What follows belongs to an exercise in optimizing a design on an open flow for small area; a production flow would make more cautious choices.
Function was checked by simulation only, so behaviour that the tests miss may differ from the original.
No activity file was given, so power comes from the tool's default toggle rates.

### flow/flow/run.sh
#!/bin/bash
set -euo pipefail
cd "$(dirname "$0")/.."
bash standard.sh \
  REMOVE_ABC_BUFFERS=1 \
  "CTS_ARGS=-sink_clustering_enable -repair_clock_nets -dont_use_dummy_load -buf_list sky130_fd_sc_hd__buf_12 -sink_clustering_size 26 -sink_clustering_max_diameter 60" \
  "BUFFER_PORTS_ARGS=-buffer_cell sky130_fd_sc_hd__buf_1" \
  finish > standard.log 2>&1
### flow/standard.sh
#!/bin/bash
# synth_recipe.tcl (not shown) runs the flow's synth.tcl, then flattens the netlist and writes it again
# the make line also repeats each setting of config.mk as NAME=value (left out here)
make -C /OpenROAD-flow-scripts/flow DESIGN_CONFIG=/design/flow/config.mk WORK_HOME=/design/flow/orfs CLKGATE_MAP_FILE= SYNTH_SCRIPT=/design/flow/synth_recipe.tcl "${@:-finish}"
### flow/config.mk
export PLATFORM = sky130hd
export DESIGN_NAME = rbfc
export DESIGN_NICKNAME = rbfc
export VERILOG_FILES = /design/flow/design.v
export SDC_FILE = /design/flow/constraint.sdc
export NUM_CORES = 4
export LEC_CHECK = 0
export CAP_MARGIN = 10
export CORE_MARGIN = 2
export CORE_UTILIZATION = 75
export GPL_TIMING_DRIVEN = 0
export SLEW_MARGIN = 10
export SYNTH_HIERARCHICAL = 1
### flow/constraint.sdc
create_clock -name core_clock -period 12.0 [get_ports {clk}]
set_input_delay 2.4000 -clock core_clock [delete_from_list [all_inputs] [get_ports {clk}]]
set_output_delay 2.4000 -clock core_clock [all_outputs]
set_load 0.01 [all_outputs]
### flow/design.v
module rbfc_ao222n (
    input  logic a0, s0, a1, s1, a2, s2,
    output logic y
);
    assign y = ~((a0 & s0) | (a1 & s1) | (a2 & s2));
endmodule
module rbfc_ao22n (
    input  logic a0, s0, a1, s1,
    output logic y
);
    assign y = ~((a0 & s0) | (a1 & s1));
endmodule
module rbfc_o22ai (
    input  logic a0, a1, b0, b1,
    output logic y
);
    assign y = ~((a0 | a1) & (b0 | b1));
endmodule
module rbfc_o21ai (
    input  logic a0, a1, b,
    output logic y
);
    assign y = ~((a0 | a1) & b);
endmodule
module rbfc_aor #(
    parameter int N = 2
) (
    input  logic [N-1:0] d,
    input  logic [N-1:0] s,
    output logic         y
);
    localparam int M = (N + 2) / 3 + ((N % 3) == 2 ? 1 : 0);
    if (M == 1) begin : g_flat
        assign y = |(d & s);
    end else begin : g_tree
        logic [M-1:0] t;
        for (genvar m = 0; m < M; m++) begin : g_leaf
            if (3 * m + 2 < N && !((N % 3) == 2 && m >= M - 2)) begin : g3
                rbfc_ao222n u (.a0(d[3*m]), .s0(s[3*m]), .a1(d[3*m+1]), .s1(s[3*m+1]),
                               .a2(d[3*m+2]), .s2(s[3*m+2]), .y(t[m]));
            end else begin : g1
                localparam int K = ((N % 3) == 2 && m == M - 1) ? N - 1 : 3 * m;
                assign t[m] = ~(d[K] & s[K]);
            end
        end
        assign y = ~&t;
    end
endmodule
module rbfc (
    input  logic        clk,
    input  logic        rst,
    input  logic        rx_valid,
    input  logic [7:0]  rx_data,
    input  logic        cmd_valid,
    input  logic [31:0] cmd_data,
    output logic        cmd_ready,
    output logic        rsp_valid,
    output logic [31:0] rsp_data,
    output logic        out_valid,
    output logic [7:0]  out_data,
    output logic        out_last,
    output logic        msg_avail,
    output logic [3:0]  led
);
    localparam logic [7:0] CR = 8'h0D;
    localparam logic [7:0] LF = 8'h0A;
    logic [63:0][7:0] ring;                
    logic [5:0]     head, tail;
    logic [6:0]     occ;
    logic [1:0]     mode;
    logic [15:0]    partial;
    logic [15:0]    exp_len;
    logic [7:0]     pending;
    logic [7:0]     last;
    logic           wait_init;
    logic [3:0]          pfx_valid;
    logic [3:0][4:0]     pfx_len;
    logic [63:0][7:0]    pfx;              
    logic           f_ovf, f_ill, f_psat;
    logic [2:0]     led_q;
    logic           ph_drain;
    logic           pd;                    
    logic [4:0]     pi;                    
    logic [4:0]     lim;                   
    logic [3:0]     pm;                    
    logic [3:0]     pdn;                   
    logic [3:0] op;
    logic       illegal;
    logic       fire;
    assign op   = cmd_data[3:0];
    assign cmd_ready = ~rst & ~ph_drain;
    assign fire = cmd_valid & ~ph_drain & ~illegal;
    always_comb begin
        case (op)
            4'h0: illegal = |cmd_data[31:4];
            4'h1: illegal = |cmd_data[31:5];
            4'h2: illegal = (|cmd_data[31:6]) | (cmd_data[5:4] == 2'd3);
            4'h3: illegal = (|cmd_data[15:6]) | (cmd_data[5:4] == 2'd3);
            4'h4: illegal = |cmd_data[15:4];
            4'h5: illegal = (|cmd_data[31:24]) | (|cmd_data[15:12]) | (|cmd_data[7:6]);
            4'h6: illegal = (|cmd_data[31:13]) | cmd_data[7]
                            | (cmd_data[12] & (|cmd_data[11:8]));
            4'h7: illegal = (|cmd_data[31:7]);
            4'h8: illegal = |cmd_data[31:7];
            default: illegal = 1'b1;
        endcase
    end
    logic c_proc, c_mode, c_len, c_pdata, c_pset, c_read, c_clr;
    assign c_proc  = fire & (op == 4'h1);
    assign c_mode  = fire & ((op == 4'h2) | (op == 4'h3));
    assign c_len   = fire & ((op == 4'h3) | (op == 4'h4));
    assign c_pdata = fire & (op == 4'h5);
    assign c_pset  = fire & (op == 4'h6);
    assign c_read  = fire & (op == 4'h7);
    assign c_clr   = fire & (op == 4'h8);
    logic [1:0]  n_mode;
    logic [15:0] n_exp;
    assign n_mode = c_mode ? cmd_data[5:4] : mode;
    assign n_exp  = c_len ? cmd_data[31:16] : exp_len;
    logic       take;
    logic [7:0] v;
    logic       vnz;
    logic [63:0] tsel;
    assign take = ph_drain & (occ != 7'd0);
    always_comb
        for (int i = 0; i < 64; i++) tsel[i] = take & (tail == 6'(i));
    for (genvar k = 0; k < 8; k++) begin : g_rd
        logic [63:0] col;
        for (genvar i = 0; i < 64; i++) begin : g_col
            assign col[i] = ring[i][k];
        end
        rbfc_aor #(64) u_rd (.d(col), .s(tsel), .y(v[k]));
    end
    assign vnz = |v;
    logic [15:0] psel;
    logic [3:0][7:0] pb;
    always_comb
        for (int j = 0; j < 16; j++) psel[j] = (pi[3:0] == 4'(j));
    for (genvar s = 0; s < 4; s++) begin : g_ps
        for (genvar k = 0; k < 8; k++) begin : g_pk
            logic [15:0] col;
            for (genvar j = 0; j < 16; j++) begin : g_col
                assign col[j] = pfx[16*s+j][k];
            end
            rbfc_aor #(16) u_pr (.d(col), .s(psel), .y(pb[s][k]));
        end
    end
    logic [3:0] pm_n, pdn_n, hit;
    logic       pin_lim;
    assign pin_lim = (pi != lim);
    always_comb begin
        for (int s = 0; s < 4; s++) begin
            logic ended;
            ended = pdn[s] | (pi == pfx_len[s]) | (pb[s] == 8'd0);
            pdn_n[s] = ended;
            pm_n[s] = pm[s] & (ended | ((v == pb[s]) & pin_lim));
            hit[s]  = pfx_valid[s] & pm_n[s];
        end
    end
    logic [2:0] kind;
    always_comb begin
        if (pi == 5'd0)                 kind = 3'd6;
        else if (wait_init & hit[2])    kind = 3'd1;
        else if (hit[0])                kind = 3'd2;
        else if (hit[1])                kind = 3'd3;
        else if (hit[3])                kind = 3'd4;
        else                            kind = 3'd5;
    end
    logic drain_end;
    assign drain_end = ph_drain & ~vnz;
    logic late;
    assign late = c_mode & (cmd_data[5:4] == 2'd2) & (partial >= n_exp);
    logic lastCR, bCR, bLF;
    assign lastCR = (last == CR);
    assign bCR    = (rx_data == CR);
    assign bLF    = (rx_data == LF);
    logic rx_cr, rx_b, rx_close;
    logic len_ge;
    logic [16:0] psum;
    logic [15:0] pnew_nl, pnew;
    assign psum    = {1'b0, partial} + 17'(rx_b) + 17'(rx_cr);
    assign pnew_nl = psum[16] ? 16'hFFFF : psum[15:0];
    assign pnew    = late ? 16'(rx_b) : pnew_nl;
    assign len_ge  = late ? (n_exp[15:1] == 15'd0) : (pnew_nl >= n_exp);
    always_comb begin
        rx_cr = 1'b0; rx_b = 1'b0; rx_close = 1'b0;
        if (rx_valid) begin
            if (n_mode[1]) begin
                rx_b = 1'b1;
                rx_close = len_ge;
            end else if (n_mode[0]) begin
                rx_b = ~bLF;
                rx_close = bLF;
            end else begin
                rx_cr    = lastCR & ~bCR & ~bLF;
                rx_b     = bCR ? lastCR : ~(bLF & lastCR);
                rx_close = bLF & lastCR;
            end
        end
    end
    logic [1:0] nput;
    assign nput = 2'(late) + 2'(rx_cr) + 2'(rx_b) + 2'(rx_close);
    logic [6:0] occ_h;
    assign occ_h = occ - 7'(take);
    logic f1, f2, f3;
    assign f1 = (occ_h <= 7'd63);
    assign f2 = (occ_h <= 7'd62);
    assign f3 = (occ_h <= 7'd61);
    logic e1, e2, e3;
    assign e1 = (nput >= 2'd1) & f1;
    assign e2 = (nput >= 2'd2) & f2;
    assign e3 = (nput == 2'd3) & f3;
    logic [1:0] nsucc;
    logic [2:0] odelta;
    assign nsucc  = {e2, e1 ^ e2 ^ e3};
    assign odelta = {1'b0, nsucc} - 3'(take);
    logic ovf_set;
    assign ovf_set = ((nput >= 2'd1) & ~f1) | ((nput >= 2'd2) & ~f2) | ((nput == 2'd3) & ~f3);
    logic [1:0] pos_cr, pos_b;
    assign pos_cr = head[1:0] + 2'(late);
    assign pos_b  = head[1:0] + 2'(late) + 2'(rx_cr);
    logic [3:0][7:0] bus;
    always_comb begin
        for (int j = 0; j < 4; j++) begin
            if (rx_b && pos_b == 2'(j))        bus[j] = rx_data;
            else if (rx_cr && pos_cr == 2'(j)) bus[j] = CR;
            else                               bus[j] = 8'd0;
        end
    end
    logic [15:0] bdec;
    logic [3:0]  lane_cur, lane_nxt;
    logic [63:0] we;
    always_comb begin
        for (int b = 0; b < 16; b++) bdec[b] = (head[5:2] == 4'(b));
        for (int j = 0; j < 4; j++) begin
            logic [1:0] k;
            logic       en;
            k  = 2'(j) - head[1:0];
            en = (k == 2'd0) ? f1 : (k == 2'd1) ? f2 : (k == 2'd2) ? f3 : 1'b0;
            lane_cur[j] = en & (2'(j) >= head[1:0]);
            lane_nxt[j] = en & (2'(j) <  head[1:0]);
        end
    end
    for (genvar i = 0; i < 64; i++) begin : g_we
        if (i % 4 == 3) begin : g_l3    
            assign we[i] = bdec[i / 4] & lane_cur[3];
        end else begin : g_l
            rbfc_o22ai u (.a0(~bdec[i / 4]), .a1(~lane_cur[i % 4]),
                          .b0(~bdec[(i / 4 + 15) % 16]), .b1(~lane_nxt[i % 4]), .y(we[i]));
        end
    end
    always_ff @(posedge clk) begin
        for (int i = 0; i < 64; i++)
            if (we[i]) ring[i] <= bus[i % 4];
    end
    logic [5:0] paddr;
    assign paddr = {cmd_data[5:4], cmd_data[11:8]};
    logic [63:0] pwe;
    for (genvar j = 0; j < 64; j++) begin : g_pwe
        rbfc_o21ai u (.a0(~(c_pdata & (paddr[5:4] == 2'(j / 16)))), .a1(~(paddr[3:0] == 4'(j % 16))),
                      .b(~rst), .y(pwe[j]));
    end
    logic [7:0] pdata;
    assign pdata = rst ? 8'd0 : cmd_data[23:16];
    always_ff @(posedge clk) begin
        for (int j = 0; j < 64; j++)
            if (pwe[j]) pfx[j] <= pdata;
    end
    logic sk, sr, sr0, sr1, sr2, sr3;
    logic [3:0] sp;
    assign sk  = ph_drain;
    assign sr  = ~ph_drain & cmd_data[1];
    assign sr0 = sr & (cmd_data[6:4] == 3'd0);
    assign sr1 = sr & (cmd_data[6:4] == 3'd1);
    assign sr2 = sr & (cmd_data[6:4] == 3'd2);
    assign sr3 = sr & (cmd_data[6:4] == 3'd3);
    always_comb
        for (int s = 0; s < 4; s++) sp[s] = sr & cmd_data[6] & (cmd_data[5:4] == 2'(s));
    logic [31:0] rsp_n;
    rbfc_aor #(9) u_rsp0 (.d({pfx_len[3][0], pfx_len[2][0], pfx_len[1][0], pfx_len[0][0], head[0], exp_len[0], occ[0], mode[0], kind[0]}), .s({sp[3], sp[2], sp[1], sp[0], sr3, sr2, sr1, sr0, sk}), .y(rsp_n[0]));
    rbfc_aor #(9) u_rsp1 (.d({pfx_len[3][1], pfx_len[2][1], pfx_len[1][1], pfx_len[0][1], head[1], exp_len[1], occ[1], mode[1], kind[1]}), .s({sp[3], sp[2], sp[1], sp[0], sr3, sr2, sr1, sr0, sk}), .y(rsp_n[1]));
    rbfc_aor #(9) u_rsp2 (.d({pfx_len[3][2], pfx_len[2][2], pfx_len[1][2], pfx_len[0][2], head[2], exp_len[2], occ[2], wait_init, kind[2]}), .s({sp[3], sp[2], sp[1], sp[0], sr3, sr2, sr1, sr0, sk}), .y(rsp_n[2]));
    rbfc_aor #(8) u_rsp3 (.d({pfx_len[3][3], pfx_len[2][3], pfx_len[1][3], pfx_len[0][3], head[3], exp_len[3], occ[3], f_ovf}), .s({sp[3], sp[2], sp[1], sp[0], sr3, sr2, sr1, sr0}), .y(rsp_n[3]));
    rbfc_aor #(8) u_rsp4 (.d({pfx_len[3][4], pfx_len[2][4], pfx_len[1][4], pfx_len[0][4], head[4], exp_len[4], occ[4], f_ill}), .s({sp[3], sp[2], sp[1], sp[0], sr3, sr2, sr1, sr0}), .y(rsp_n[4]));
    rbfc_aor #(8) u_rsp5 (.d({pfx_valid[3], pfx_valid[2], pfx_valid[1], pfx_valid[0], head[5], exp_len[5], occ[5], f_psat}), .s({sp[3], sp[2], sp[1], sp[0], sr3, sr2, sr1, sr0}), .y(rsp_n[5]));
    rbfc_aor #(2) u_rsp6 (.d({exp_len[6], occ[6]}), .s({sr2, sr1}), .y(rsp_n[6]));
    rbfc_aor #(1) u_rsp7 (.d({exp_len[7]}), .s({sr2}), .y(rsp_n[7]));
    rbfc_aor #(2) u_rsp8 (.d({exp_len[8], led_q[0]}), .s({sr2, sr0}), .y(rsp_n[8]));
    rbfc_aor #(2) u_rsp9 (.d({exp_len[9], led_q[1]}), .s({sr2, sr0}), .y(rsp_n[9]));
    rbfc_aor #(2) u_rsp10 (.d({exp_len[10], led_q[2]}), .s({sr2, sr0}), .y(rsp_n[10]));
    rbfc_aor #(1) u_rsp11 (.d({exp_len[11]}), .s({sr2}), .y(rsp_n[11]));
    rbfc_aor #(1) u_rsp12 (.d({exp_len[12]}), .s({sr2}), .y(rsp_n[12]));
    rbfc_aor #(1) u_rsp13 (.d({exp_len[13]}), .s({sr2}), .y(rsp_n[13]));
    rbfc_aor #(1) u_rsp14 (.d({exp_len[14]}), .s({sr2}), .y(rsp_n[14]));
    rbfc_aor #(1) u_rsp15 (.d({exp_len[15]}), .s({sr2}), .y(rsp_n[15]));
    rbfc_aor #(4) u_rsp16 (.d({tail[0], partial[0], pending[0], last[0]}), .s({sr3, sr2, sr1, sr0}), .y(rsp_n[16]));
    rbfc_aor #(4) u_rsp17 (.d({tail[1], partial[1], pending[1], last[1]}), .s({sr3, sr2, sr1, sr0}), .y(rsp_n[17]));
    rbfc_aor #(4) u_rsp18 (.d({tail[2], partial[2], pending[2], last[2]}), .s({sr3, sr2, sr1, sr0}), .y(rsp_n[18]));
    rbfc_aor #(4) u_rsp19 (.d({tail[3], partial[3], pending[3], last[3]}), .s({sr3, sr2, sr1, sr0}), .y(rsp_n[19]));
    rbfc_aor #(4) u_rsp20 (.d({tail[4], partial[4], pending[4], last[4]}), .s({sr3, sr2, sr1, sr0}), .y(rsp_n[20]));
    rbfc_aor #(4) u_rsp21 (.d({tail[5], partial[5], pending[5], last[5]}), .s({sr3, sr2, sr1, sr0}), .y(rsp_n[21]));
    rbfc_aor #(3) u_rsp22 (.d({partial[6], pending[6], last[6]}), .s({sr2, sr1, sr0}), .y(rsp_n[22]));
    rbfc_aor #(3) u_rsp23 (.d({partial[7], pending[7], last[7]}), .s({sr2, sr1, sr0}), .y(rsp_n[23]));
    rbfc_aor #(1) u_rsp24 (.d({partial[8]}), .s({sr2}), .y(rsp_n[24]));
    rbfc_aor #(1) u_rsp25 (.d({partial[9]}), .s({sr2}), .y(rsp_n[25]));
    rbfc_aor #(1) u_rsp26 (.d({partial[10]}), .s({sr2}), .y(rsp_n[26]));
    rbfc_aor #(1) u_rsp27 (.d({partial[11]}), .s({sr2}), .y(rsp_n[27]));
    rbfc_aor #(1) u_rsp28 (.d({partial[12]}), .s({sr2}), .y(rsp_n[28]));
    rbfc_aor #(1) u_rsp29 (.d({partial[13]}), .s({sr2}), .y(rsp_n[29]));
    rbfc_aor #(1) u_rsp30 (.d({partial[14]}), .s({sr2}), .y(rsp_n[30]));
    rbfc_aor #(1) u_rsp31 (.d({partial[15]}), .s({sr2}), .y(rsp_n[31]));
    logic [8:0] psum9;
    logic [7:0] pend3;
    logic       psat_set;
    logic       pdec;
    logic [8:0] pdelta;
    assign pdec     = c_proc & msg_avail;
    assign pdelta   = pdec ? (rx_close ? 9'd0 : 9'h1FF) : 9'(late) + 9'(rx_close);
    assign psum9    = {1'b0, pending} + pdelta;
    assign psat_set = psum9[8];
    assign pend3    = psat_set ? 8'hFF : psum9[7:0];
    always_ff @(posedge clk) begin
        rsp_data <= rsp_n;
        out_data <= v;
        if (c_proc) begin
            pd  <= cmd_data[4];
            lim <= occ[6:4] != 3'd0 ? 5'd16 : {1'b0, occ[3:0]};
            pm  <= 4'hF;
            pdn <= 4'h0;
            pi  <= 5'd0;
        end else if (ph_drain) begin
            pm  <= pm_n;
            pdn <= pdn_n;
            if (vnz & ~pi[4]) pi <= pi + 5'd1;
        end
    end
    always_ff @(posedge clk) begin
        if (rst | c_mode)   mode    <= rst ? 2'd0  : cmd_data[5:4];
        if (rst | c_len)    exp_len <= rst ? 16'd0 : cmd_data[31:16];
        if (rst | rx_valid) last    <= rst ? 8'd0  : rx_data;
        for (int s = 0; s < 4; s++)
            if (rst | (c_pset & (cmd_data[5:4] == 2'(s)))) begin
                pfx_valid[s] <= rst ? 1'b0 : cmd_data[6];
                pfx_len[s]   <= rst ? 5'd0 : cmd_data[12:8];
            end
    end
    always_ff @(posedge clk) begin
        if (rst) begin
            head      <= '0;
            tail      <= '0;
            occ       <= '0;
            partial   <= '0;
            pending   <= '0;
            wait_init <= 1'b0;
            f_ovf     <= 1'b0;
            f_ill     <= 1'b0;
            f_psat    <= 1'b0;
            led_q     <= '0;
            ph_drain  <= 1'b0;
            rsp_valid <= 1'b0;
            out_valid <= 1'b0;
        end else begin
            head <= head + 6'(nsucc);
            tail <= tail + 6'(take);
            occ  <= occ + {{5{odelta[2]}}, odelta[1:0]};
            partial <= rx_close ? 16'd0 : pnew;
            pending <= pend3;
            if (c_pset & (cmd_data[5:4] == 2'd2)) wait_init <= 1'b1;
            else if (drain_end & wait_init & hit[2]) wait_init <= 1'b0;
            f_ill  <= (cmd_valid & ~ph_drain & illegal) | (f_ill & ~(c_clr & cmd_data[5]));
            f_ovf  <= ovf_set  | (f_ovf  & ~(c_clr & cmd_data[4]));
            f_psat <= psat_set | (f_psat & ~(c_clr & cmd_data[6]));
            led_q[0] <= led_q[0] ^ rx_valid;
            led_q[1] <= led_q[1] ^ rx_close;
            led_q[2] <= led_q[2] ^ (rx_valid & (rx_data == 8'd0));
            if (c_proc & (pending != 8'd0)) ph_drain <= 1'b1;
            else if (drain_end)             ph_drain <= 1'b0;
            rsp_valid <= drain_end | c_read | (c_proc & (pending == 8'd0));
            out_valid <= ph_drain & pd;
        end
    end
    assign msg_avail = (pending != 8'd0);
    assign led       = {1'b0, led_q};
    assign out_last  = (out_data == 8'd0);
endmodule
==> summary.txt, run 1 <==
Drt
  – Final ANT Viol Nets: 0
  – Vias/cell: 7.88
  – Routed met3 length: 18900 um
  – Vias: 29276
  – First-pass DRT Iterations: 14
  – DR DRC count: 0
  – Final wirelength: 122000 um
  – DR top layer: met5
  – Routed length on met1: 41100 um
  – DR WL/cell: 32.7 um
  – Initial drt markers: 5800
  – Wire length on met2: 55200 um

Setup path
  – Most frequent CP cell: ha_1
  – Worst-path fanout max: 23
  – Crit path DAT: 11960 ps
  – Slowest CP cell: or4_4
  – Worst path required time: 12480 ps
  – Crit path capture type: flop
  – CP max stage delay: 740 ps
  – Kind of critical path: input pin to flop
  – Critical path startpoint category: input pin

Timing
  – Fin crit share: 95.7%
  – Final hold vios: 0
  – Min Tclk post-route: 11480 ps
  – RSZ-0062 raised after global routing: false
  – Final setup margin: 520 ps
  – Maximum clock rate: 87.1 MHz
  – Worst-Margin Slew: 1330 ps
  – Slew Viols, Final: 0
  – Worst clock skew: 64.0 ps
  – Slew headroom: 11.5%
  – # setup viols final: 0

Global route
  – First-pass GRT wire length: 175000 um
  – Initial antenna violation count: 3
  – GRT Total Usage: 38.1%
  – Total global routing overflow: 0
  – Vias in the first global route: 28293
  – Largest net degree at the start of global routing: 47

Synth
  – Sequential area share after synthesis: 75.3%
  – Portion of netlist area occupied by mux cells: 0.474%
  – Adder-cell share of the synthesized area: 1.93%
  – Distinct cells, synth: 79
  – XOR/XNOR Fraction of Synth Area: 1.94%
  – Post-synthesis simple-gate area fraction: 7.84%
  – Avg Cell Area, Syn: 16.4 um2
  – Compound-Gate Fraction of Synth Area: 11.8%
  – Ys async rst share: 0%
  – Mapped Area: 45900 um2
  – Synthesized flop and latch total: 1186
  – Post-synthesis cell count: 2804
  – YS warnings: 7
  – EDFF count, synth: 1080
  – Largest family of logic cells by synthesized area: compound AO/OA/AOI/OAI gates
  – Post-synth top flop: edfxtp_1

Clock network
  – Sink Count: 1186
  – Clock latency at the later pin of the worst-skew pair: 620 ps
  – CTS tree: built
  – CTS HTree Levels: 2
  – Setup bufs post-CTS: 0
  – CTS max path bufs: 3
  – CTS buffer count: 56
  – CTS clk-pin slew, worst paths: 80 ps
  – Root Buffer: buf_12

Pwr
  – Final Power: 7.30 mW
  – Sw Pwr: 1.69 mW
  – VDD IR max: 0.000148 V
  – Switching share of power: 23.2%
  – Pwr/cell area: 150 nW/um2
  – Comb pwr share: 8.4%
  – Int Power: 5.61 mW
  – Clock power share: 26.1%
  – Leak pwr: 16.4 nW
  – Power share of the sequential group: 65.5%

Placed design
  – Post-DP HPWL: 80400 um
  – Placed cell area: 47500 um2
  – Pre-CTS setup slack: -389 ps
  – GPL Wtd Cong: 1.01
  – IO Port Bufs: 91

Floorplanning
  – Die height: 251 um
  – Starting density of the core: 75.9%
  – Core area: 60500 um2
  – Cell Rows: 90
  – Die X: 251 um
  – Die ar.: 63200 um2
  – Number of I/O pins: 93

Finish
  – Share of cells above drive strength 1: 4.57%
  – Final instance area: 48700 um2
  – Fin nets: 3045
  – Layout area overhead: 6.06%

Min path
  – Hold WC Path Type: flop to flop

Job
  – Max-cap viol count: 0

Outcome
  – Status: finished clean
[area by class of cell]
type                    instances  area, um2
repair buffers                111        718
inverters                      34        128
fillers                      3219      11800
well taps                     782        978
multi-input cells            1544      11200
clock buffers                  56       1120
diodes                          2       5.00
flip-flops and latches       1186      34600
[cells in the mapped netlist, drive strengths merged (11+ instances only)]
cell	number	area (um2)
buf	12	63.8
dfxtp	106	2120
xnor2	40	358
o22ai	52	325
nor2	145	544
and3	55	349
a21bo	12	120
nand3	48	240
edfxtp	1080	32400
nand4	74	463
a21o	28	210
mux2i	18	180
nor4	37	231
clkbuf	43	161
a222oi	351	3510
and2	54	338
inv	34	128
nand2	146	551
ha	63	788
nor2b	71	444
o21ai	82	418
a211oi	11	82.6
a21oi	55	275
xor2	61	534
nor3	22	121
[power groups by stage]
stage / logic, mW / clock network, mW / registers (mW)
3_5_place_dp: 0.592 / 0 / 4.87
4_1_cts: 0.596 / 1.90 / 4.78
6_report: 0.615 / 1.90 / 4.78
3_3_place_gp: 0.551 / 0 / 4.86
5_1_grt: 0.647 / 2.03 / 4.79
2_1_floorplan: 0.359 / 0 / 4.84
[cell families (layout without fill, tap and decap cells)]
group / count (synthesis) / after routing
AOI/OAI and AO/OA: 643 / 643
xor gates and xnor gates: 101 / 101
adders and majority gates: 68 / 68
buffers and inverters: 89 / 201
DFF: 1186 / 1186
muxes: 21 / 21
other: 2 / 19
and+or+nand+nor: 694 / 694
[repair_timing]
action / 4_1_cts / 5_1_grt
setup endpoints to repair: 0 / 3
gates resized for setup: 0 / 4
hold buffers: 0 / 0
hold endpoints to repair: 0 / 0
[sequential cells by signal, indices dropped and copies added (netlist names), 2 cells and up]
register and flops:
pfx 512, ring 512, rsp_data 32, pfx_len 20, exp_len 16, partial 16, last 8, out_data 8
pending 8, occ 7, head 6, tail 6, lim 5, pi 5, pdn 4, pfx_valid 4
pm 4, led_q 3, mode 2
[cell usage in the layout, fill, tap and decap left out, types with 31 or more instances in the layout]
cell type / count
and2_1: 45
nand3_1: 48
o22ai_1: 51
nand4_1: 74
o21ai_1: 64
edfxtp_1: 1080
nor2_1: 143
buf_12: 63
nand2_1: 145
and3_1: 51
a21oi_1: 55
a222oi_1: 351
nor4_1: 37
inv_1: 31
xnor2_1: 39
nor2b_1: 63
buf_1: 90
xor2_1: 61
dfxtp_1: 106
ha_1: 63
[worst paths after layout]
check / from / endpoint / slack [ps] / cells past startpoint
worst min register to register: f_psat$_SDFF_PP0_ / f_psat$_SDFF_PP0_ / 470 / 2
worst max register to register: ph_drain$_SDFFE_PP0P_ / occ[6]$_SDFF_PP0_ / 2670 / 38
worst max-delay path: cmd_data[8] / occ[6]$_SDFF_PP0_ / 520 / 40
worst min-delay path: f_psat$_SDFF_PP0_ / f_psat$_SDFF_PP0_ / 470 / 2
[modules after synthesis, one instance, submodules excluded, a selection]
module | times used | cell area (um2) | flip-flops and latches | cells
rbfc_o21ai | 64 | 5.00 | 0 | 1
rbfc_ao222n | 349 | 10.0 | 0 | 1
rbfc | 1 | 40600 | 1186 | 2138
rbfc_o22ai | 48 | 6.26 | 0 | 1
[critical path: cells and delay by family]
| family | cells | cell delay, ps |
|---|---|---|
| buffers and inverters | 4 | 420 |
| AOI/OAI and AO/OA | 10 | 2160 |
| muxes | 2 | 540 |
| and+or+nand+nor | 14 | 3670 |
| adders and majority gates | 8 | 2440 |
| xor gates and xnor gates | 2 | 300 |
[routing by layer]
layer,global-route usage (%),up-vias
li1,-,12033
met1,52.2,14164
met2,58.8,2664
met3,10.2,409
met4,16.9,6
met5,0,-
[through the flow]
stage               utilization [%]  setup TNS, ps  hold slack [ps]  instances
global placement               77.8           -389              438       3637
global route                   80.5              0              499       3713
floorplan                         -              0              426       2764
detailed placement             78.6           -638              448       3657
CTS                            80.5              0              467       3713
finish                         80.5              0              469       3715
==> run 2, diff against run 1 <==
--- a/flow/design.v
+++ b/flow/design.v
@@ -22,6 +22,39 @@
 );
     assign y = ~((a0 | a1) & b);
 endmodule
+module rbfc_maj (
+    input  logic a, b, c,
+    output logic y
+);
+    assign y = (a & b) | (a & c) | (b & c);
+endmodule
+module rbfc_wdec (
+    input  logic [5:0]  head,
+    input  logic        f1, f2, f3,
+    output logic [63:0] we
+);
+    logic [15:0] bdec;
+    logic [3:0]  lane_cur, lane_nxt;
+    always_comb begin
+        for (int b = 0; b < 16; b++) bdec[b] = (head[5:2] == 4'(b));
+        for (int j = 0; j < 4; j++) begin
+            logic [1:0] k;
+            logic       en;
+            k  = 2'(j) - head[1:0];
+            en = (k == 2'd0) ? f1 : (k == 2'd1) ? f2 : (k == 2'd2) ? f3 : 1'b0;
+            lane_cur[j] = en & (2'(j) >= head[1:0]);
+            lane_nxt[j] = en & (2'(j) <  head[1:0]);
+        end
+    end
+    for (genvar i = 0; i < 64; i++) begin : g_we
+        if (i % 4 >= 2) begin : g_nw
+            assign we[i] = bdec[i / 4] & lane_cur[i % 4];
+        end else begin : g_w
+            rbfc_o22ai u (.a0(~bdec[i / 4]), .a1(~lane_cur[i % 4]),
+                          .b0(~bdec[(i / 4 + 15) % 16]), .b1(~lane_nxt[i % 4]), .y(we[i]));
+        end
+    end
+endmodule
 module rbfc_aor #(
     parameter int N = 2
 ) (
@@ -46,6 +79,89 @@
         assign y = ~&t;
     end
 endmodule
+module rbfc_step (
+    input  logic        c_mode,
+    input  logic [31:0] cmd_data,
+    input  logic [15:0] partial,
+    input  logic [15:0] n_exp,
+    input  logic [1:0]  n_mode,
+    input  logic [7:0]  last,
+    input  logic        rx_valid,
+    input  logic [7:0]  rx_data,
+    input  logic [6:0]  occ,
+    input  logic [5:0]  head,
+    input  logic        take,
+    output logic        late,
+    output logic        rx_close,
+    output logic        rx_b,
+    output logic [15:0] pnew,
+    output logic        f1, f2, f3,
+    output logic [1:0]  nsucc,
+    output logic [2:0]  odelta,
+    output logic        ovf_set,
+    output logic [3:0][7:0] bus
+);
+    localparam logic [7:0] CR = 8'h0D;
+    localparam logic [7:0] LF = 8'h0A;
+    logic [16:0] cge;
+    assign cge[0] = 1'b1;
+    for (genvar i = 0; i < 16; i++) begin : g_cmp
+        rbfc_maj u (.a(partial[i]), .b(~n_exp[i]), .c(cge[i]), .y(cge[i+1]));
+    end
+    assign late = c_mode & (cmd_data[5:4] == 2'd2) & cge[16];
+    logic lastCR, bCR, bLF;
+    assign lastCR = (last == CR);
+    assign bCR    = (rx_data == CR);
+    assign bLF    = (rx_data == LF);
+    logic rx_cr;
+    logic len_ge;
+    logic [16:0] psum;
+    logic [15:0] pnew_nl;
+    assign psum    = {1'b0, partial} + 17'(rx_b) + 17'(rx_cr);
+    assign pnew_nl = psum[16] ? 16'hFFFF : psum[15:0];
+    assign pnew    = late ? 16'(rx_b) : pnew_nl;
+    assign len_ge  = late ? (n_exp[15:1] == 15'd0) : (cge[16] | (psum[15:0] == n_exp));
+    always_comb begin
+        rx_cr = 1'b0; rx_b = 1'b0; rx_close = 1'b0;
+        if (rx_valid) begin
+            if (n_mode[1]) begin
+                rx_b = 1'b1;
+                rx_close = len_ge;
+            end else if (n_mode[0]) begin
+                rx_b = ~bLF;
+                rx_close = bLF;
+            end else begin
+                rx_cr    = lastCR & ~bCR & ~bLF;
+                rx_b     = bCR ? lastCR : ~(bLF & lastCR);
+                rx_close = bLF & lastCR;
+            end
+        end
+    end
+    logic [1:0] nput;
+    assign nput = 2'(late) + 2'(rx_cr) + 2'(rx_b) + 2'(rx_close);
+    logic [6:0] occ_h;
+    assign occ_h = occ - 7'(take);
+    assign f1 = (occ_h <= 7'd63);
+    assign f2 = (occ_h <= 7'd62);
+    assign f3 = (occ_h <= 7'd61);
+    logic e1, e2, e3;
+    assign e1 = (nput >= 2'd1) & f1;
+    assign e2 = (nput >= 2'd2) & f2;
+    assign e3 = (nput == 2'd3) & f3;
+    assign nsucc  = {e2, e1 ^ e2 ^ e3};
+    assign odelta = {1'b0, nsucc} - 3'(take);
+    assign ovf_set = ((nput >= 2'd1) & ~f1) | ((nput >= 2'd2) & ~f2) | ((nput == 2'd3) & ~f3);
+    logic [1:0] pos_cr, pos_b;
+    assign pos_cr = head[1:0] + 2'(late);
+    assign pos_b  = head[1:0] + 2'(late) + 2'(rx_cr);
+    always_comb begin
+        for (int j = 0; j < 4; j++) begin
+            if (rx_b && pos_b == 2'(j))        bus[j] = rx_data;
+            else if (rx_cr && pos_cr == 2'(j)) bus[j] = CR;
+            else                               bus[j] = 8'd0;
+        end
+    end
+endmodule
 module rbfc (
     input  logic        clk,
     input  logic        rst,
@@ -65,7 +181,8 @@
     localparam logic [7:0] CR = 8'h0D;
     localparam logic [7:0] LF = 8'h0A;
     logic [63:0][7:0] ring;                
-    logic [5:0]     head, tail;
+    logic [5:0]     head;
+    logic [5:0]     tail;                  
     logic [6:0]     occ;
     logic [1:0]     mode;
     logic [15:0]    partial;
@@ -117,6 +234,7 @@
     logic [15:0] n_exp;
     assign n_mode = c_mode ? cmd_data[5:4] : mode;
     assign n_exp  = c_len ? cmd_data[31:16] : exp_len;
+    assign tail = head - occ[5:0];
     logic       take;
     logic [7:0] v;
     logic       vnz;
@@ -168,87 +286,18 @@
     end
     logic drain_end;
     assign drain_end = ph_drain & ~vnz;
-    logic late;
-    assign late = c_mode & (cmd_data[5:4] == 2'd2) & (partial >= n_exp);
-    logic lastCR, bCR, bLF;
-    assign lastCR = (last == CR);
-    assign bCR    = (rx_data == CR);
-    assign bLF    = (rx_data == LF);
-    logic rx_cr, rx_b, rx_close;
-    logic len_ge;
-    logic [16:0] psum;
-    logic [15:0] pnew_nl, pnew;
-    assign psum    = {1'b0, partial} + 17'(rx_b) + 17'(rx_cr);
-    assign pnew_nl = psum[16] ? 16'hFFFF : psum[15:0];
-    assign pnew    = late ? 16'(rx_b) : pnew_nl;
-    assign len_ge  = late ? (n_exp[15:1] == 15'd0) : (pnew_nl >= n_exp);
-    always_comb begin
-        rx_cr = 1'b0; rx_b = 1'b0; rx_close = 1'b0;
-        if (rx_valid) begin
-            if (n_mode[1]) begin
-                rx_b = 1'b1;
-                rx_close = len_ge;
-            end else if (n_mode[0]) begin
-                rx_b = ~bLF;
-                rx_close = bLF;
-            end else begin
-                rx_cr    = lastCR & ~bCR & ~bLF;
-                rx_b     = bCR ? lastCR : ~(bLF & lastCR);
-                rx_close = bLF & lastCR;
-            end
-        end
-    end
-    logic [1:0] nput;
-    assign nput = 2'(late) + 2'(rx_cr) + 2'(rx_b) + 2'(rx_close);
-    logic [6:0] occ_h;
-    assign occ_h = occ - 7'(take);
-    logic f1, f2, f3;
-    assign f1 = (occ_h <= 7'd63);
-    assign f2 = (occ_h <= 7'd62);
-    assign f3 = (occ_h <= 7'd61);
-    logic e1, e2, e3;
-    assign e1 = (nput >= 2'd1) & f1;
-    assign e2 = (nput >= 2'd2) & f2;
-    assign e3 = (nput == 2'd3) & f3;
+    logic late, rx_close, rx_b, ovf_set, f1, f2, f3;
+    logic [15:0] pnew;
     logic [1:0] nsucc;
     logic [2:0] odelta;
-    assign nsucc  = {e2, e1 ^ e2 ^ e3};
-    assign odelta = {1'b0, nsucc} - 3'(take);
-    logic ovf_set;
-    assign ovf_set = ((nput >= 2'd1) & ~f1) | ((nput >= 2'd2) & ~f2) | ((nput == 2'd3) & ~f3);
-    logic [1:0] pos_cr, pos_b;
-    assign pos_cr = head[1:0] + 2'(late);
-    assign pos_b  = head[1:0] + 2'(late) + 2'(rx_cr);
     logic [3:0][7:0] bus;
-    always_comb begin
-        for (int j = 0; j < 4; j++) begin
-            if (rx_b && pos_b == 2'(j))        bus[j] = rx_data;
-            else if (rx_cr && pos_cr == 2'(j)) bus[j] = CR;
-            else                               bus[j] = 8'd0;
-        end
-    end
-    logic [15:0] bdec;
-    logic [3:0]  lane_cur, lane_nxt;
+    rbfc_step u_step (.c_mode(c_mode), .cmd_data(cmd_data), .partial(partial), .n_exp(n_exp),
+                      .n_mode(n_mode), .last(last), .rx_valid(rx_valid), .rx_data(rx_data),
+                      .occ(occ), .head(head), .take(take), .late(late), .rx_close(rx_close),
+                      .rx_b(rx_b), .pnew(pnew), .f1(f1), .f2(f2), .f3(f3), .nsucc(nsucc),
+                      .odelta(odelta), .ovf_set(ovf_set), .bus(bus));
     logic [63:0] we;
-    always_comb begin
-        for (int b = 0; b < 16; b++) bdec[b] = (head[5:2] == 4'(b));
-        for (int j = 0; j < 4; j++) begin
-            logic [1:0] k;
-            logic       en;
-            k  = 2'(j) - head[1:0];
-            en = (k == 2'd0) ? f1 : (k == 2'd1) ? f2 : (k == 2'd2) ? f3 : 1'b0;
-            lane_cur[j] = en & (2'(j) >= head[1:0]);
-            lane_nxt[j] = en & (2'(j) <  head[1:0]);
-        end
-    end
-    for (genvar i = 0; i < 64; i++) begin : g_we
-        if (i % 4 == 3) begin : g_l3    
-            assign we[i] = bdec[i / 4] & lane_cur[3];
-        end else begin : g_l
-            rbfc_o22ai u (.a0(~bdec[i / 4]), .a1(~lane_cur[i % 4]),
-                          .b0(~bdec[(i / 4 + 15) % 16]), .b1(~lane_nxt[i % 4]), .y(we[i]));
-        end
-    end
+    rbfc_wdec u_wdec (.head(head), .f1(f1), .f2(f2), .f3(f3), .we(we));
     always_ff @(posedge clk) begin
         for (int i = 0; i < 64; i++)
             if (we[i]) ring[i] <= bus[i % 4];
@@ -347,7 +396,6 @@
     always_ff @(posedge clk) begin
         if (rst) begin
             head      <= '0;
-            tail      <= '0;
             occ       <= '0;
             partial   <= '0;
             pending   <= '0;
@@ -361,7 +409,6 @@
             out_valid <= 1'b0;
         end else begin
             head <= head + 6'(nsucc);
-            tail <= tail + 6'(take);
             occ  <= occ + {{5{odelta[2]}}, odelta[1:0]};
             partial <= rx_close ? 16'd0 : pnew;
             pending <= pend3;
==> flow/flow/run.sh (replaced) <==
#!/bin/bash
set -euo pipefail
cd "$(dirname "$0")/.."
bash standard.sh \
  "CTS_ARGS=-sink_clustering_enable -repair_clock_nets -dont_use_dummy_load -buf_list sky130_fd_sc_hd__buf_12 -sink_clustering_size 30 -sink_clustering_max_diameter 60" \
  "BUFFER_PORTS_ARGS=-buffer_cell sky130_fd_sc_hd__buf_1" \
  finish > standard.log 2>&1
==> run 2 against run 1 <==
Now fails the layout checks on negative setup slack. Sequential cell count shrank 6. Core utilization grew 2.1 points. Hold slack lost 7.9 ps. Via count grew 2.7%. Clock-buffer cell count shrank 2. Clock power is essentially flat. Sequential power is essentially flat. Setup slack lost 1700 ps. Power grew 3.0%. Maximum frequency shrank 13%. Area after synthesis is essentially flat. Critical path type unchanged. Largest cell class unchanged.
==> summary.txt, run 2 <==
Outcome
  – Status: failed layout checks
  – SO Viols: negative setup slack

Pwr
  – Leak pwr: 16.3 nW
  – Pwr/cell area: 151 nW/um2
  – VDD IR max: 0.000155 V

Timing
  – Maximum clock rate: 75.7 MHz
  – Final setup margin: -1210 ps
  – Slew Viols, Final: 0
  – Slew headroom: 20.3%
  – Worst-Margin Slew: 1190 ps
  – Worst clock skew: 69.8 ps
  – Min Tclk post-route: 13210 ps
  – Final hold vios: 0
  – Fin crit share: 110%
  – Hold slack: 461 ps
  – # setup viols final: 134
  – RSZ-0062 raised after global routing: true

Synth
  – Most common cell in the netlist: edfxtp_1
  – Post-synthesis cell count: 2824
  – Synthesized flop and latch total: 1180
  – YS warnings: 9
  – Post-synth top cells: edfxtp_1, a222oi_1, nor2_1, nand2_1, dfxtp_1
  – Ys async rst share: 0%
  – Synth area leader: edfxtp_1
  – Top post-synthesis cells by area: edfxtp_1, a222oi_1, dfxtp_1
  – Sequential area share after synthesis: 75.0%
  – Mapped Area: 45900 um2
  – Distinct cells, synth: 83
  – Synth top area share: 70.6%
  – EDFF count, synth: 1080
  – Avg Cell Area, Syn: 16.3 um2
  – Post-synth top flop: edfxtp_1

Placed design
  – DP Cell Count: 3707
  – GPL Wtd Cong: 1.03
  – Placed cell area: 47700 um2
  – Post-DP HPWL: 82500 um
  – IO Port Bufs: 87
  – Pre-CTS setup slack: -2950 ps

Floorplanning
  – Die height: 251 um
  – Starting density of the core: 76.0%
  – Die X: 251 um
  – Number of I/O pins: 93
  – Cell Rows: 90
  – Core area: 60500 um2
  – Die ar.: 63200 um2

Setup path
  – Worst-path fanout max: 3
  – Worst path required time: 12420 ps
  – Critical path startpoint category: input pin
  – CP max stage delay: 560 ps
  – Slowest CP cell: fa_1
  – Crit path capture type: flop
  – Crit path DAT: 13630 ps
  – Kind of critical path: input pin to flop
  – Most frequent CP cell: maj3_2

Clock network
  – CTS HTree Levels: 2
  – Clock latency at the later pin of the worst-skew pair: 610 ps
  – CTS max path bufs: 3
  – CTS Hold Buffers Added: 0
  – CTS buffer count: 54
  – CTS clk-pin slew, worst paths: 70 ps
  – Root Buffer: buf_12
  – Sink Count: 1180
  – CTS tree: built

Drt
  – DR WL/cell: 33.4 um
  – DR DRC count: 0
  – Initial drt markers: 6817
  – Final wirelength: 128000 um
  – Vias/cell: 7.87
  – First-pass DRT Iterations: 15
  – Vias: 30059
  – Final ANT Viol Nets: 0

Global route
  – Total global routing overflow: 0
  – Largest net degree at the start of global routing: 49
  – Initial antenna violation count: 2
  – GRT Total Usage: 40.0%
  – Vias in the first global route: 28740
  – First-pass GRT wire length: 184000 um

Finish
  – Final instance area: 50000 um2
  – Most common cell after layout, fill and taps aside: edfxtp_1
  – Post-Layout Cell Count: 3819
  – Regs by FF count: pfx x512, ring x512, rsp_data x32
  – Layout area overhead: 8.76%
  – Share of cells above drive strength 1: 10.6%
  – Most frequent cells in the layout: edfxtp_1, a222oi_1, nor2_1, nand2_1, dfxtp_1
  – Final core occ: 82.6%
  – Fin nets: 3120

Job
  – Max-cap viol count: 0

Min path
  – Hold WC Path Type: flop to flop
## run 2: cell count changes after synthesis, sizes merged, moves of 11 or more
cell | before | now
inv | 34 | 68
nor2 | 145 | 177
ha | 63 | 34
mux2 | 3 | 22
o22ai | 52 | 34
maj3 | 0 | 16
xnor2 | 40 | 53
and2 | 54 | 66
nor2b | 71 | 59
mux2i | 18 | 7
nand2 | 146 | 135
## run 2: cells by family (layout without fill, tap and decap cells)
logic type / count (synthesis) / after routing / share of synthesized area, %
AO/OA/AOI/OAI: 606 / 607 / 11.2
XOR/XNOR: 116 / 116 / 2.21
adder cells (fa/ha/maj): 56 / 56 / 1.58
buffers and inverters: 117 / 326 / 1.07
flip-flops: 1180 / 1180 / 75.0
multiplexers: 29 / 29 / 0.809
other: 2 / 5 / 0.0163
AND/OR/NAND/NOR: 718 / 718 / 8.18
## run 2: report_power, final
part	leakage, nW	total, mW	internal [mW]	switching, mW
registers	10.8	4.75	4.68	0.0708
clock network	0.507	1.87	0.696	1.17
logic	4.96	0.900	0.279	0.621
total	16.3	7.52	5.66	1.87
## run 2: path summary, 6_finish.rpt
kind | startpoint | to | depth (start not counted) | slack [ps]
worst max-delay path | cmd_data[27] | occ[6]$_SDFF_PP0_ | 51 | -1210
worst max register to register | ph_drain$_SDFFE_PP0P_ | occ[6]$_SDFF_PP0_ | 46 | 1260
worst min-delay path | f_ill$_SDFF_PP0_ | f_ill$_SDFF_PP0_ | 2 | 460
worst min register to register | f_ill$_SDFF_PP0_ | f_ill$_SDFF_PP0_ | 2 | 460
## run 2: what timing repair did
item	4_1_cts	5_1_grt
setup endpoints to repair	535	535
pin swaps	30	20
cloned	1	1
resized for setup	97	38
setup buffers	48	11
## run 2: per-module statistics from Yosys, one instance, submodules excluded, excerpt
| module | flops+latches | copies in the design | cell area [um2] |
|---|---|---|---|
| rbfc | 1180 | 1 | 38500 |
| rbfc_step | 0 | 1 | 1690 |
| rbfc_wdec | 0 | 1 | 338 |
| rbfc_maj | 0 | 16 | 11.3 |
| rbfc_ao222n | 0 | 349 | 10.0 |
| rbfc_o21ai | 0 | 64 | 5.00 |
## run 2: stage by stage
stage	total power, mW	setup TNS (ps)
2_1_floorplan	5.32	-4980
3_3_place_gp	5.61	-705240
3_5_place_dp	5.67	-816360
4_1_cts	7.47	-33280
5_1_grt	7.69	-72960
6_report	7.52	-44820
## run 2: final cells by class
type | instances | area (um2)
fillers | 2986 | 10500
well taps | 782 | 978
clock buffers | 54 | 1080
inverters | 69 | 265
repair buffers | 156 | 1280
multi-input cells | 1528 | 11700
plain buffers | 47 | 246
diodes | 3 | 7.51
flip-flops and latches | 1180 | 34400
## run 2: worst max-delay path, delay by kind of cell
| kind | cells | cell delay (ps) |
|---|---|---|
| adder cells (fa/ha/maj) | 21 | 6520 |
| AND/OR/NAND/NOR | 13 | 2470 |
| AO/OA/AOI/OAI | 6 | 980 |
| buffers and inverters | 7 | 510 |
| multiplexers | 2 | 460 |
| XOR/XNOR | 2 | 310 |
## run 2: metal layers
| metal | GRT usage (%) | wire, um | vias to the layer above |
|---|---|---|---|
| met4 | 15.1 | 6360 | 2 |
| met1 | 56.8 | 43300 | 14441 |
| li1 | - | - | 12218 |
| met2 | 59.7 | 56400 | 2933 |
| met5 | 0 | 11 | - |
| met3 | 12.0 | 21500 | 465 |

[separate check: timing with driven ports]
The flow's constraints put no driver on any port. The routed layouts listed below were extracted and timed again, unchanged, in two steps.
Step 1: set_driving_cell puts a clkbuf_16 on clk and a buf_2 on each other input, an assumption about the parent block.
Step 2 adds t to the input delays and takes it off the output delays; t is the mean of the earliest and latest rising clock arrival at the registers after step 1. Input paths then give back, and output paths get back, about the clock's delay inside the block.
Slacks: ideal / step 1 / step 2; pairs: ideal / step 1.
run | t (ns) | slack for setup (ns) | worst hold slack (ns) | slew at the worst register clock pin (ns)
run 1 | 0.655 | 0.520 / 0.551 / -0.104 | 0.469 / 0.469 / 0.469 | 0.11 / 0.11
run 2 | 0.644 | -1.212 / -1.183 / -1.827 | 0.461 / 0.461 / 0.461 | 0.11 / 0.11
Met with ideal ports but missed after step 2: setup timing in run 1. For run 1, which loses most, drivers alone change the setup slack by +0.031 ns; drivers and shift together by -0.624 ns.
